From an optimization exercise on the open Yosys and OpenROAD flow, aimed at small area, a short achievable clock period and few clock cycles; shortcuts taken in it are not production practice.
Function was checked by simulation only, so behaviour that the tests miss may differ from the original.
Power is estimated from default activity; no workload was simulated.

`design/flow/config.mk`:
```
export PLATFORM = sky130hd
export DESIGN_NAME = rfdc_core
export DESIGN_NICKNAME = rfdc_core
export VERILOG_FILES = /design/flow/design.v
export SDC_FILE = /design/flow/constraint.sdc
export NUM_CORES = 4
export LEC_CHECK = 0
export CAP_MARGIN = 20
export CORE_MARGIN = 2
export CORE_UTILIZATION = 25
export PLACE_DENSITY = 0.45
export SLEW_MARGIN = 20
```
`design/flow/constraint.sdc`:
```
create_clock -name core_clock -period 10.0 [get_ports {clk}]
set_input_delay 2.0000 -clock core_clock [delete_from_list [all_inputs] [get_ports {clk}]]
set_output_delay 2.0000 -clock core_clock [all_outputs]
set_load 0.01 [all_outputs]
```
`design/flow/design.v`:
```
module rfdc_core (
    input  wire        clk,
    input  wire        rst,
    input  wire        req_valid,
    input  wire        req_write,
    input  wire [5:0]  req_addr,
    input  wire [31:0] req_wdata,
    output reg         rsp_valid,
    output reg  [31:0] rsp_rdata
);
    localparam [7:0] OP_NOP    = 8'h00, OP_GETBIT = 8'h10, OP_SETBIT = 8'h11,
                     OP_FILL   = 8'h12, OP_REVB   = 8'h13, OP_SETLEN = 8'h14,
                     OP_RDBYTE = 8'h15, OP_WRBYTE = 8'h16, OP_MATCH  = 8'h20,
                     OP_SEEK   = 8'h21, OP_LCDEC  = 8'h30, OP_DMDEC  = 8'h40,
                     OP_CRC8   = 8'h50;
    localparam [3:0] E_OK = 4'd0, E_OOB = 4'd1, E_NOTFOUND = 4'd2, E_ILLEGAL = 4'd4;
    localparam [5:0] A_CMD = 6'h00, A_STATUS = 6'h01, A_RES = 6'h02,
                     A_ARG0 = 6'h04, A_ARG1 = 6'h05, A_ARG2 = 6'h06, A_ARG3 = 6'h07,
                     A_DMPREV = 6'h08;
    localparam [3:0] S_IDLE  = 4'd0, S_EXEC = 4'd1, S_FILL = 4'd2, S_MATCH = 4'd3,
                     S_SEEK  = 4'd4, S_LC   = 4'd5, S_DM0  = 4'd6, S_DM1   = 4'd7,
                     S_CRC   = 4'd8;
    reg [31:0] arg [0:3];
    reg [31:0] res;
    reg [3:0]  err;
    reg        fault;
    reg        dmprev;
    reg [31:0] patbits [0:7];
    reg [5:0]  patlen  [0:7];
    reg [8:0]  numbits [0:3];
    reg [0:255] buf0;
    reg [0:127] buf1, buf2, buf3;
    reg [3:0]  state;
    reg [7:0]  c_op;
    reg [1:0]  c_ba, c_bb;
    reg [2:0]  c_pa, c_pb;
    reg [32:0] cur;       
    reg [32:0] lim;       
    reg [8:0]  cnt;       
    reg [5:0]  mi;        
    reg        lc_one;    
    reg [5:0]  fj;        
    reg [7:0]  crc;
    reg        lvl;       
    reg        b0r;       
    integer i;
    function [8:0] capbits;
        input [1:0] b;
        capbits = (b == 2'd0) ? 9'd256 : 9'd128;
    endfunction
    function [5:0] capbytes;
        input [1:0] b;
        capbytes = (b == 2'd0) ? 6'd32 : 6'd16;
    endfunction
    function legal;
        input [31:0] w;
        case (w[7:0])
            OP_NOP:                                 legal = (w[31:8] == 24'd0);
            OP_GETBIT, OP_SETBIT, OP_REVB, OP_SETLEN,
            OP_RDBYTE, OP_WRBYTE, OP_CRC8:          legal = (w[31:10] == 22'd0);
            OP_FILL, OP_MATCH, OP_SEEK:             legal = (w[31:15] == 17'd0) && (w[11:10] == 2'd0);
            OP_LCDEC:                               legal = (w[31:18] == 14'd0);
            OP_DMDEC:                               legal = (w[31:12] == 20'd0);
            default:                                legal = 1'b0;
        endcase
    endfunction
    wire [5:0]  m_plen  = (c_op == OP_LCDEC && lc_one) ? patlen[c_pb] : patlen[c_pa];
    wire [31:0] m_pbits = (c_op == OP_LCDEC && lc_one) ? patbits[c_pb] : patbits[c_pa];
    wire [32:0] m_end   = cur + {27'd0, m_plen};
    wire        m_range = (m_end <= {24'd0, numbits[c_ba]});
    reg [32:0] rd_pos_full;
    always @(*) begin
        case (state)
            S_MATCH: rd_pos_full = cur + {27'd0, mi};
            S_DM1:   rd_pos_full = cur + 33'd1;
            S_EXEC:  rd_pos_full = {1'b0, arg[0]};
            default: rd_pos_full = cur;
        endcase
    end
    wire [7:0] rd_pos = rd_pos_full[7:0];
    reg rd_bit;
    always @(*) begin
        case (c_ba)
            2'd0:    rd_bit = buf0[rd_pos];
            2'd1:    rd_bit = buf1[rd_pos[6:0]];
            2'd2:    rd_bit = buf2[rd_pos[6:0]];
            default: rd_bit = buf3[rd_pos[6:0]];
        endcase
    end
    reg [7:0] rd_byte;
    always @(*) begin
        case (c_ba)
            2'd0:    rd_byte = buf0[8*arg[0][4:0] +: 8];
            2'd1:    rd_byte = buf1[8*arg[0][3:0] +: 8];
            2'd2:    rd_byte = buf2[8*arg[0][3:0] +: 8];
            default: rd_byte = buf3[8*arg[0][3:0] +: 8];
        endcase
    end
    reg [31:0] host_rdata;
    always @(*) begin
        host_rdata = 32'd0;
        case (req_addr)
            A_STATUS: host_rdata = {23'd0, fault, 4'd0, err};
            A_RES:    host_rdata = res;
            A_ARG0:   host_rdata = arg[0];
            A_ARG1:   host_rdata = arg[1];
            A_ARG2:   host_rdata = arg[2];
            A_ARG3:   host_rdata = arg[3];
            A_DMPREV: host_rdata = {31'd0, dmprev};
            6'h10, 6'h12, 6'h14, 6'h16, 6'h18, 6'h1A, 6'h1C, 6'h1E:
                      host_rdata = patbits[req_addr[3:1]];
            6'h11, 6'h13, 6'h15, 6'h17, 6'h19, 6'h1B, 6'h1D, 6'h1F:
                      host_rdata = {26'd0, patlen[req_addr[3:1]]};
            6'h20, 6'h21, 6'h22, 6'h23:
                      host_rdata = {23'd0, numbits[req_addr[1:0]]};
            6'h24, 6'h25, 6'h26, 6'h27:
                      host_rdata = {26'd0, capbytes(req_addr[1:0])};
            default:  host_rdata = 32'd0;
        endcase
    end
    reg       wr_bit_en;
    reg [1:0] wr_buf;
    reg [7:0] wr_pos;
    reg       wr_val;
    reg       wr_byte_en;
    reg       revb_en;
    wire m_done = (state == S_MATCH) && (!m_range || mi == m_plen || rd_bit != m_pbits[mi[4:0]]);
    wire m_ok   = m_range && (mi == m_plen);
    wire dm_stop = (b0r == lvl);
    wire dm_bit  = (b0r == rd_bit);
    wire       crc_fb   = crc[7] ^ rd_bit;
    wire [7:0] crc_next = {crc[6:0], 1'b0} ^ (crc_fb ? arg[3][7:0] : 8'd0);
    always @(*) begin
        wr_bit_en  = 1'b0;
        wr_buf     = c_ba;
        wr_pos     = cnt[7:0];
        wr_val     = 1'b0;
        wr_byte_en = 1'b0;
        revb_en    = 1'b0;
        case (state)
            S_EXEC: begin
                if (c_op == OP_SETBIT && arg[0] < {23'd0, capbits(c_ba)}) begin
                    wr_bit_en = 1'b1;
                    wr_pos    = arg[0][7:0];
                    wr_val    = arg[1][0];
                end
                if (c_op == OP_WRBYTE && arg[0] < {26'd0, capbytes(c_ba)})
                    wr_byte_en = 1'b1;
                if (c_op == OP_REVB)
                    revb_en = 1'b1;
            end
            S_FILL: begin
                wr_bit_en = 1'b1;
                wr_val    = patbits[c_pa][fj[4:0]];
            end
            S_MATCH: begin
                if (c_op == OP_LCDEC && m_done && m_ok) begin
                    wr_bit_en = 1'b1;
                    wr_buf    = c_bb;
                    wr_val    = lc_one;
                end
            end
            S_DM1: begin
                if (!dm_stop) begin
                    wr_bit_en = 1'b1;
                    wr_buf    = c_bb;
                    wr_val    = dm_bit;
                end
            end
            default: ;
        endcase
    end
    always @(posedge clk) begin
        if (rst) begin
            buf0 <= 256'd0;
            buf1 <= 128'd0;
            buf2 <= 128'd0;
            buf3 <= 128'd0;
        end else begin
            if (wr_bit_en) begin
                case (wr_buf)
                    2'd0:    buf0[wr_pos]      <= wr_val;
                    2'd1:    buf1[wr_pos[6:0]] <= wr_val;
                    2'd2:    buf2[wr_pos[6:0]] <= wr_val;
                    default: buf3[wr_pos[6:0]] <= wr_val;
                endcase
            end
            if (wr_byte_en) begin
                case (c_ba)
                    2'd0:    buf0[8*arg[0][4:0] +: 8] <= arg[1][7:0];
                    2'd1:    buf1[8*arg[0][3:0] +: 8] <= arg[1][7:0];
                    2'd2:    buf2[8*arg[0][3:0] +: 8] <= arg[1][7:0];
                    default: buf3[8*arg[0][3:0] +: 8] <= arg[1][7:0];
                endcase
            end
            if (revb_en) begin
                case (c_ba)
                    2'd0:    for (i = 0; i < 32; i = i + 1) buf0[8*i +: 8] <= buf0[8*(31-i) +: 8];
                    2'd1:    for (i = 0; i < 16; i = i + 1) buf1[8*i +: 8] <= buf1[8*(15-i) +: 8];
                    2'd2:    for (i = 0; i < 16; i = i + 1) buf2[8*i +: 8] <= buf2[8*(15-i) +: 8];
                    default: for (i = 0; i < 16; i = i + 1) buf3[8*i +: 8] <= buf3[8*(15-i) +: 8];
                endcase
            end
        end
    end
    always @(posedge clk) begin
        if (rst) begin
            for (i = 0; i < 4; i = i + 1) begin
                arg[i]     <= 32'd0;
                numbits[i] <= 9'd0;
            end
            for (i = 0; i < 8; i = i + 1) begin
                patbits[i] <= 32'd0;
                patlen[i]  <= 6'd0;
            end
            res       <= 32'd0;
            err       <= E_OK;
            fault     <= 1'b0;
            dmprev    <= 1'b0;
            state     <= S_IDLE;
            c_op      <= 8'd0;
            c_ba      <= 2'd0;
            c_bb      <= 2'd0;
            c_pa      <= 3'd0;
            c_pb      <= 3'd0;
            cur       <= 33'd0;
            lim       <= 33'd0;
            cnt       <= 9'd0;
            mi        <= 6'd0;
            lc_one    <= 1'b0;
            fj        <= 6'd0;
            crc       <= 8'd0;
            lvl       <= 1'b0;
            b0r       <= 1'b0;
            rsp_valid <= 1'b0;
            rsp_rdata <= 32'd0;
        end else begin
            rsp_valid <= 1'b0;
            case (state)
                S_IDLE: begin
                    if (req_valid) begin
                        rsp_rdata <= 32'd0;
                        if (!req_write) begin
                            rsp_rdata <= host_rdata;
                            rsp_valid <= 1'b1;
                        end else if (req_addr == A_CMD) begin
                            if (legal(req_wdata)) begin
                                c_op  <= req_wdata[7:0];
                                c_ba  <= req_wdata[9:8];
                                c_bb  <= req_wdata[11:10];
                                c_pa  <= req_wdata[14:12];
                                c_pb  <= req_wdata[17:15];
                                state <= S_EXEC;
                            end else begin
                                err       <= E_ILLEGAL;
                                fault     <= 1'b1;
                                rsp_valid <= 1'b1;
                            end
                        end else begin
                            case (req_addr)
                                A_ARG0:   arg[0] <= req_wdata;
                                A_ARG1:   arg[1] <= req_wdata;
                                A_ARG2:   arg[2] <= req_wdata;
                                A_ARG3:   arg[3] <= req_wdata;
                                A_DMPREV: dmprev <= req_wdata[0];
                                6'h10, 6'h12, 6'h14, 6'h16, 6'h18, 6'h1A, 6'h1C, 6'h1E:
                                    patbits[req_addr[3:1]] <= req_wdata;
                                6'h11, 6'h13, 6'h15, 6'h17, 6'h19, 6'h1B, 6'h1D, 6'h1F:
                                    patlen[req_addr[3:1]] <= (req_wdata > 32'd32) ? 6'd32 : req_wdata[5:0];
                                default: ;
                            endcase
                            rsp_valid <= 1'b1;
                        end
                    end
                end
                S_EXEC: begin
                    state <= S_IDLE;
                    case (c_op)
                        OP_NOP: begin
                            err       <= E_OK;
                            rsp_valid <= 1'b1;
                        end
                        OP_GETBIT: begin
                            if (arg[0] >= {23'd0, capbits(c_ba)}) begin
                                err <= E_OOB; fault <= 1'b1;
                            end else begin
                                res <= {31'd0, rd_bit};
                                err <= E_OK;
                            end
                            rsp_valid <= 1'b1;
                        end
                        OP_SETBIT, OP_WRBYTE: begin
                            if (wr_bit_en || wr_byte_en) begin
                                err <= E_OK;
                            end else begin
                                err <= E_OOB; fault <= 1'b1;
                            end
                            rsp_valid <= 1'b1;
                        end
                        OP_REVB: begin
                            err       <= E_OK;
                            rsp_valid <= 1'b1;
                        end
                        OP_SETLEN: begin
                            if (arg[0] > {23'd0, capbits(c_ba)}) begin
                                err <= E_OOB; fault <= 1'b1;
                            end else begin
                                numbits[c_ba] <= arg[0][8:0];
                                err <= E_OK;
                            end
                            rsp_valid <= 1'b1;
                        end
                        OP_RDBYTE: begin
                            if (arg[0] >= {26'd0, capbytes(c_ba)}) begin
                                err <= E_OOB; fault <= 1'b1;
                            end else begin
                                res <= {24'd0, rd_byte};
                                err <= E_OK;
                            end
                            rsp_valid <= 1'b1;
                        end
                        OP_FILL: begin
                            cnt <= 9'd0;
                            fj  <= 6'd0;
                            if (patlen[c_pa] == 6'd0 || arg[0] == 32'd0) begin
                                res       <= 32'd0;
                                err       <= E_OK;
                                rsp_valid <= 1'b1;
                            end else begin
                                lim   <= (arg[0] > {23'd0, capbits(c_ba)}) ? {24'd0, capbits(c_ba)}
                                                                             : {1'b0, arg[0]};
                                state <= S_FILL;
                            end
                        end
                        OP_MATCH: begin
                            cur   <= {1'b0, arg[0]};
                            mi    <= 6'd0;
                            state <= S_MATCH;
                        end
                        OP_SEEK: begin
                            cur   <= {1'b0, arg[0]};
                            lim   <= {1'b0, arg[0]} + {1'b0, arg[1]};
                            state <= S_SEEK;
                        end
                        OP_LCDEC: begin
                            cur    <= {1'b0, arg[0]};
                            cnt    <= 9'd0;
                            lc_one <= 1'b0;
                            state  <= S_LC;
                        end
                        OP_DMDEC: begin
                            cur   <= {1'b0, arg[0]};
                            cnt   <= 9'd0;
                            lvl   <= dmprev;
                            state <= S_DM0;
                        end
                        OP_CRC8: begin
                            if ({1'b0, arg[0]} + {1'b0, arg[1]} > {27'd0, capbytes(c_ba)}) begin
                                err <= E_OOB; fault <= 1'b1;
                                rsp_valid <= 1'b1;
                            end else if (arg[1] == 32'd0) begin
                                res <= {24'd0, arg[2][7:0]};
                                err <= E_OK;
                                rsp_valid <= 1'b1;
                            end else begin
                                crc   <= arg[2][7:0];
                                cur   <= {arg[0][29:0], 3'b000};
                                lim   <= {arg[0][29:0] + arg[1][29:0], 3'b000};
                                state <= S_CRC;
                            end
                        end
                        default: begin
                            err       <= E_ILLEGAL;
                            fault     <= 1'b1;
                            rsp_valid <= 1'b1;
                        end
                    endcase
                end
                S_FILL: begin
                    cnt <= cnt + 9'd1;
                    fj  <= (fj + 6'd1 == patlen[c_pa]) ? 6'd0 : fj + 6'd1;
                    if ({24'd0, cnt + 9'd1} == lim) begin
                        res       <= {23'd0, cnt + 9'd1};
                        err       <= E_OK;
                        rsp_valid <= 1'b1;
                        state     <= S_IDLE;
                    end
                end
                S_MATCH: begin
                    mi <= mi + 6'd1;
                    if (m_done) begin
                        mi <= 6'd0;
                        case (c_op)
                            OP_MATCH: begin
                                res       <= {31'd0, m_ok};
                                err       <= E_OK;
                                rsp_valid <= 1'b1;
                                state     <= S_IDLE;
                            end
                            OP_SEEK: begin
                                if (m_ok) begin
                                    res       <= cur[31:0];
                                    err       <= E_OK;
                                    rsp_valid <= 1'b1;
                                    state     <= S_IDLE;
                                end else begin
                                    cur   <= cur + 33'd1;
                                    state <= S_SEEK;
                                end
                            end
                            default: begin  
                                if (m_ok) begin
                                    cnt    <= cnt + 9'd1;
                                    cur    <= m_end;
                                    lc_one <= 1'b0;
                                    state  <= S_LC;
                                end else if (!lc_one) begin
                                    lc_one <= 1'b1;
                                end else begin
                                    numbits[c_bb] <= cnt;
                                    res           <= {23'd0, cnt};
                                    err           <= E_OK;
                                    rsp_valid     <= 1'b1;
                                    state         <= S_IDLE;
                                end
                            end
                        endcase
                    end
                end
                S_SEEK: begin
                    if (cur < lim && cur <= {24'd0, numbits[c_ba]}) begin
                        mi    <= 6'd0;
                        state <= S_MATCH;
                    end else begin
                        res       <= 32'hFFFF_FFFF;
                        err       <= E_NOTFOUND;
                        rsp_valid <= 1'b1;
                        state     <= S_IDLE;
                    end
                end
                S_LC: begin
                    if (cnt == capbits(c_bb)) begin
                        numbits[c_bb] <= cnt;
                        res           <= {23'd0, cnt};
                        err           <= E_OK;
                        rsp_valid     <= 1'b1;
                        state         <= S_IDLE;
                    end else begin
                        mi     <= 6'd0;
                        lc_one <= 1'b0;
                        state  <= S_MATCH;
                    end
                end
                S_DM0: begin
                    if (cnt == capbits(c_bb) || cur + 33'd2 > {24'd0, numbits[c_ba]}) begin
                        numbits[c_bb] <= cnt;
                        res           <= {23'd0, cnt};
                        dmprev        <= lvl;
                        err           <= E_OK;
                        rsp_valid     <= 1'b1;
                        state         <= S_IDLE;
                    end else begin
                        b0r   <= rd_bit;
                        state <= S_DM1;
                    end
                end
                S_DM1: begin
                    if (dm_stop) begin
                        numbits[c_bb] <= cnt;
                        res           <= {23'd0, cnt};
                        dmprev        <= lvl;
                        err           <= E_OK;
                        rsp_valid     <= 1'b1;
                        state         <= S_IDLE;
                    end else begin
                        cnt   <= cnt + 9'd1;
                        lvl   <= rd_bit;
                        cur   <= cur + 33'd2;
                        state <= S_DM0;
                    end
                end
                S_CRC: begin
                    crc <= crc_next;
                    cur <= cur + 33'd1;
                    if (cur + 33'd1 == lim) begin
                        res       <= {24'd0, crc_next};
                        err       <= E_OK;
                        rsp_valid <= 1'b1;
                        state     <= S_IDLE;
                    end
                end
                default: state <= S_IDLE;
            endcase
        end
    end
endmodule
```
`design/flow/run.sh`:
```
#!/bin/bash
# synth_recipe.tcl (not shown) runs the flow's synth.tcl, then flattens the netlist and writes it again
# the make line also repeats each setting of config.mk as NAME=value (left out here)
make -C /OpenROAD-flow-scripts/flow DESIGN_CONFIG=/design/flow/config.mk WORK_HOME=/design/flow/orfs CLKGATE_MAP_FILE= SYNTH_SCRIPT=/design/flow/synth_recipe.tcl finish
```
==> summary.md <==
| Metric | Value |
|---|---|
| Outcome | finished clean |
| Clock Latency Late Sink | around 0.95 ns |
| Max_slew headroom | 0.1147 |
| Sw Pwr | 3.899 mW |
| Post-Syn Area | 0.09302 mm^2 |
| GR Overflow Total | 0 |
| Post-cts resize count | 0 |
| R2r setup slk | roughly 1.0 ns |
| Worst hold slack | ~0.4 ns |
| Hold Vio Cnt, Final | 0 |
| Yosys warning count | 2 |
| H-tree depth | 4 |
| Final min period | between 8 and 9 ns |
| Final setup fails | 0 |
| Least-Margin Pin Slew | approximately 1.3 ns |
| Vias in the first global route | ~91000 |
| Top cell type's share of synthesized area | 0.2079 |
| Top cell type by total area after synthesis | dfxtp_1 |
| Sequential power share | 0.407 |
| Synth Net Count | approximately 11000 |
| RSZ-0062 raised after global routing | false |
| Netlist cell types | 106 |
| First-pass GRT wire length | around 740000 um |
| DR pass1 iterations | 10 |
| CTS Buf Count | around 170 |
| Startpoint Class | register |
| DRT iter0 DRCs | 14580 |
| Die W | approximately 610 um |
| PortBufs | 74 |
| Largest family of logic cells by synthesized area | compound AO/OA/AOI/OAI gates |
| Chip height | 614.0 um |
| Critical path origin | c_op[0] |
| Final-report max-slew violation count | 0 |
| IO Count | 75 |
| Drt drc | 0 |
| CTS tree | built |
| Switching portion of total power | 0.2865 |
| Die area | 0.3770 mm^2 |
| Worst-case clock buffer depth | 4 |
| Multiplexer area fraction after synthesis | 0.1248 |
| Top post-synthesis cells by area | dfxtp_1, edfxtp_1, mux4_2, nor2_1, a21oi_1 |
| Endpoint class of the critical path | register |
| WL/cell | around 33 um |
| Hold buffers post-CTS | 0 |
| Power density cells | around 130 mW/mm^2 |
| Post-Syn Instances | 11230 |
| Clk slew on worst S/H paths | roughly 0.070 ns |
| Metal1 wirelength | approximately 210000 um |
| Post-synth EDFFs | 340 |
| DR vias/cell | between 6 and 7 |
| DR vias | 98520 |
| Clock power frac | 0.496 |
| Comb power frac | 0.097 |
| Area grow syn2layout | 13.24% |
| Skew final | about 0.15 ns |
| CP Capture Point | buf0[194] |
| Synth Area in Compound Gates | 0.2824 |
| Most common cell after layout, fill and taps aside | nor2_1 |
| Routability cong. | roughly 1.1 |
| Cell Int Power | 9.711 mW |
| Row count | 223 |
| CP arrival | 9.71 ns |
| Post-synth top flop | dfxtp_1 |
| Number of synthesized register bits | between 1000 and 1500 |
| Core area | ~0.37 mm^2 |
| Worst hold path type | register to register |
| Setup TNS | 0 ns |
| FMAX | about 110 MHz |
| Total track usage | 0.2673 |
| Final #Nets | ~11000 |
| Worst EP required | roughly 11 ns |
| Synthesized area per cell | 8.287 um^2 |
| Share of post-route cells with drive strength above 1 | 0.1193 |
| Simple-gate share of the synthesized area | 0.1874 |
| CP max FO | 41 |
| Final HPWL DP | 355400 um |
| Top layer in use | met5 |
| Max-cap violations | 0 |
| Starting Density | 0.2516 |
| Met3 Wirelength | just under 60000 um |
| R2R cell count | 17 |
| Synth Area in XOR/XNOR | 0.01750 |
| Sequential cell area fraction in the yosys report | 0.3177 |
| Critical path class | register to register |
| Met2 WL | 219900 um |
| Largest net degree at the start of global routing | roughly 140 |
| Capture point of the worst reg-to-reg path | buf0[194] |
| FF-to-FF Start | c_op[0] |
| Peak VDD IR | about 120 uV |
| Post-Synth Adder-Cell Area | 0.01759 |
| Clock sinks | around 1300 |
| CTS Root Buffer Type | clkbuf_16 |
| Period Utilization, post-route | 0.8951 |
| Commonest cells after routing, fill and taps aside | nor2_1, nand2_1, dfxtp_1 |
| Final WL | about 530000 um |
| Initial antenna violation count | 21 |
| Leak | between 30 and 40 nW |
| DRT antenna net count | 0 |
| Share of flip-flops with an asynchronous set or reset | 0 |
| Postcts setup bufs | 0 |
## state kept, by name, summed over array words and instances (netlist names), 32 cells and up, named ones only
name	cells
buf0	256
patbits	256
arg	128
buf1	128
buf2	128
buf3	128
patlen	48
numbits	36
cur	33
lim	33
res	32
rsp_rdata	32
## kinds of logic after synthesis
logic type | count (synthesis)
AOI/OAI and AO/OA | 3825
xor gates and xnor gates | 185
DFF | 1306
adders and majority gates | 129
and+or+nand+nor | 3805
muxes | 728
buffers and inverters | 1247
## critical path, cell delays in order (launching register included)
cell and delay, ns:
dfxtp_1 0.43, or4_1 0.73, nor3_4 0.47, buf_4 0.53, mux2i_1 0.52, ha_1 0.37
o21a_1 0.20, o21ai_0 0.73, nor2_1 0.28, and4_1 0.28, o2111ai_1 0.79, or4_1 0.46
nor3_1 0.11, a211oi_1 0.60, nand3_4 0.85, buf_12 0.49, nor2_1 0.72, a211oi_1 0.17
## metal layers
layer	vias up	global-route usage
met2	6396	0.3917
met4	14	0.1363
met3	1289	0.07665
li1	41770	-
met1	49050	0.3547
met5	-	0
## per-stage QoR
stage	cells	util	total power, mW	area [um^2]	setup slack, ns
after floorplan	11230	-	6.345	93020	3.075
after global placement	15490	0.2687	6.918	99330	1.314
after detailed placement	15490	0.2689	6.910	99410	1.305
after CTS	15810	0.2847	13.58	105200	1.290
after global routing	15810	0.2848	13.85	105300	0.8598
final	15830	0.2849	13.61	105300	1.049
## power groups by stage
stage / clock network [mW] / registers, mW / logic (mW)
after floorplan: 0 / 5.62 / 0.721
after global placement: 0 / 5.65 / 1.27
after detailed placement: 0 / 5.65 / 1.26
after CTS: 6.78 / 5.54 / 1.26
after global routing: 6.95 / 5.54 / 1.35
final: 6.75 / 5.54 / 1.32
## synth_stat cells (all sizes together) (252+ instances only)
| master | number |
|---|---|
| and2 | 293 |
| nand2 | 1162 |
| o21ai | 430 |
| edfxtp | 340 |
| a211oi | 556 |
| nor3 | 420 |
| clkbuf | 896 |
| a22oi | 343 |
| a21oi | 928 |
| mux4 | 337 |
| dfxtp | 966 |
| mux2i | 313 |
| nor2 | 1248 |
| o311ai | 252 |
## layout make-up
cell class                      count  area (um^2)
Fill cell                       39650       264400
Multi-Input combinational cell   8672        59220
Sequential cell                  1306        29590
Tap cell                         4950         6193
Clock buffer                      255         5082
Timing Repair Buffer              464         4065
Clock inverter                     60        748.2
Inverter                          103        389.1
Antenna cell                       20        50.05
## worst min-delay path by stage
stage	from	to	slack [ns]	depth (start not counted)
2_1_floorplan	arg[3][10]	arg[3][10]	0.43	2
3_3_place_gp	arg[3][27]	arg[3][27]	0.43	2
3_5_place_dp	arg[3][24]	arg[3][24]	0.44	2
4_1_cts	buf3[91]	buf3[35]	0.43	2
5_1_grt	arg[3][31]	arg[3][31]	0.47	2
6_report	buf3[91]	buf3[35]	0.41	2
Testbench counts, summed over its fixed seeds: cycles 43,179.

[port drivers added, routing unchanged]
No port has a modelled driver above. Below, the same layout with a new extraction and two added sets of constraints. Step 1 assumes that a clkbuf_16 drives the clock port and a buf_2 every other input. Step 2 adds t to the input delays and takes it off the output delays; t is the mean of the earliest and latest rising clock arrival at the registers after step 1. Input paths then give back, and output paths get back, about the clock's delay inside the block. a / b / c = no drivers / after step 1 / after step 2; a / b = the first two.
t (ns): 0.980
setup slack, ns: 1.049 / 1.049 / 1.049
hold WS [ns]: 0.412 / 0.412 / 0.412
worst data-port slew with drivers (ns): 0.31
pins driven straight from the clock port: 1
After both steps this run still meets setup and hold. For this run, drivers alone change the setup slack by 0.000 ns; drivers and shift together by 0.000 ns.
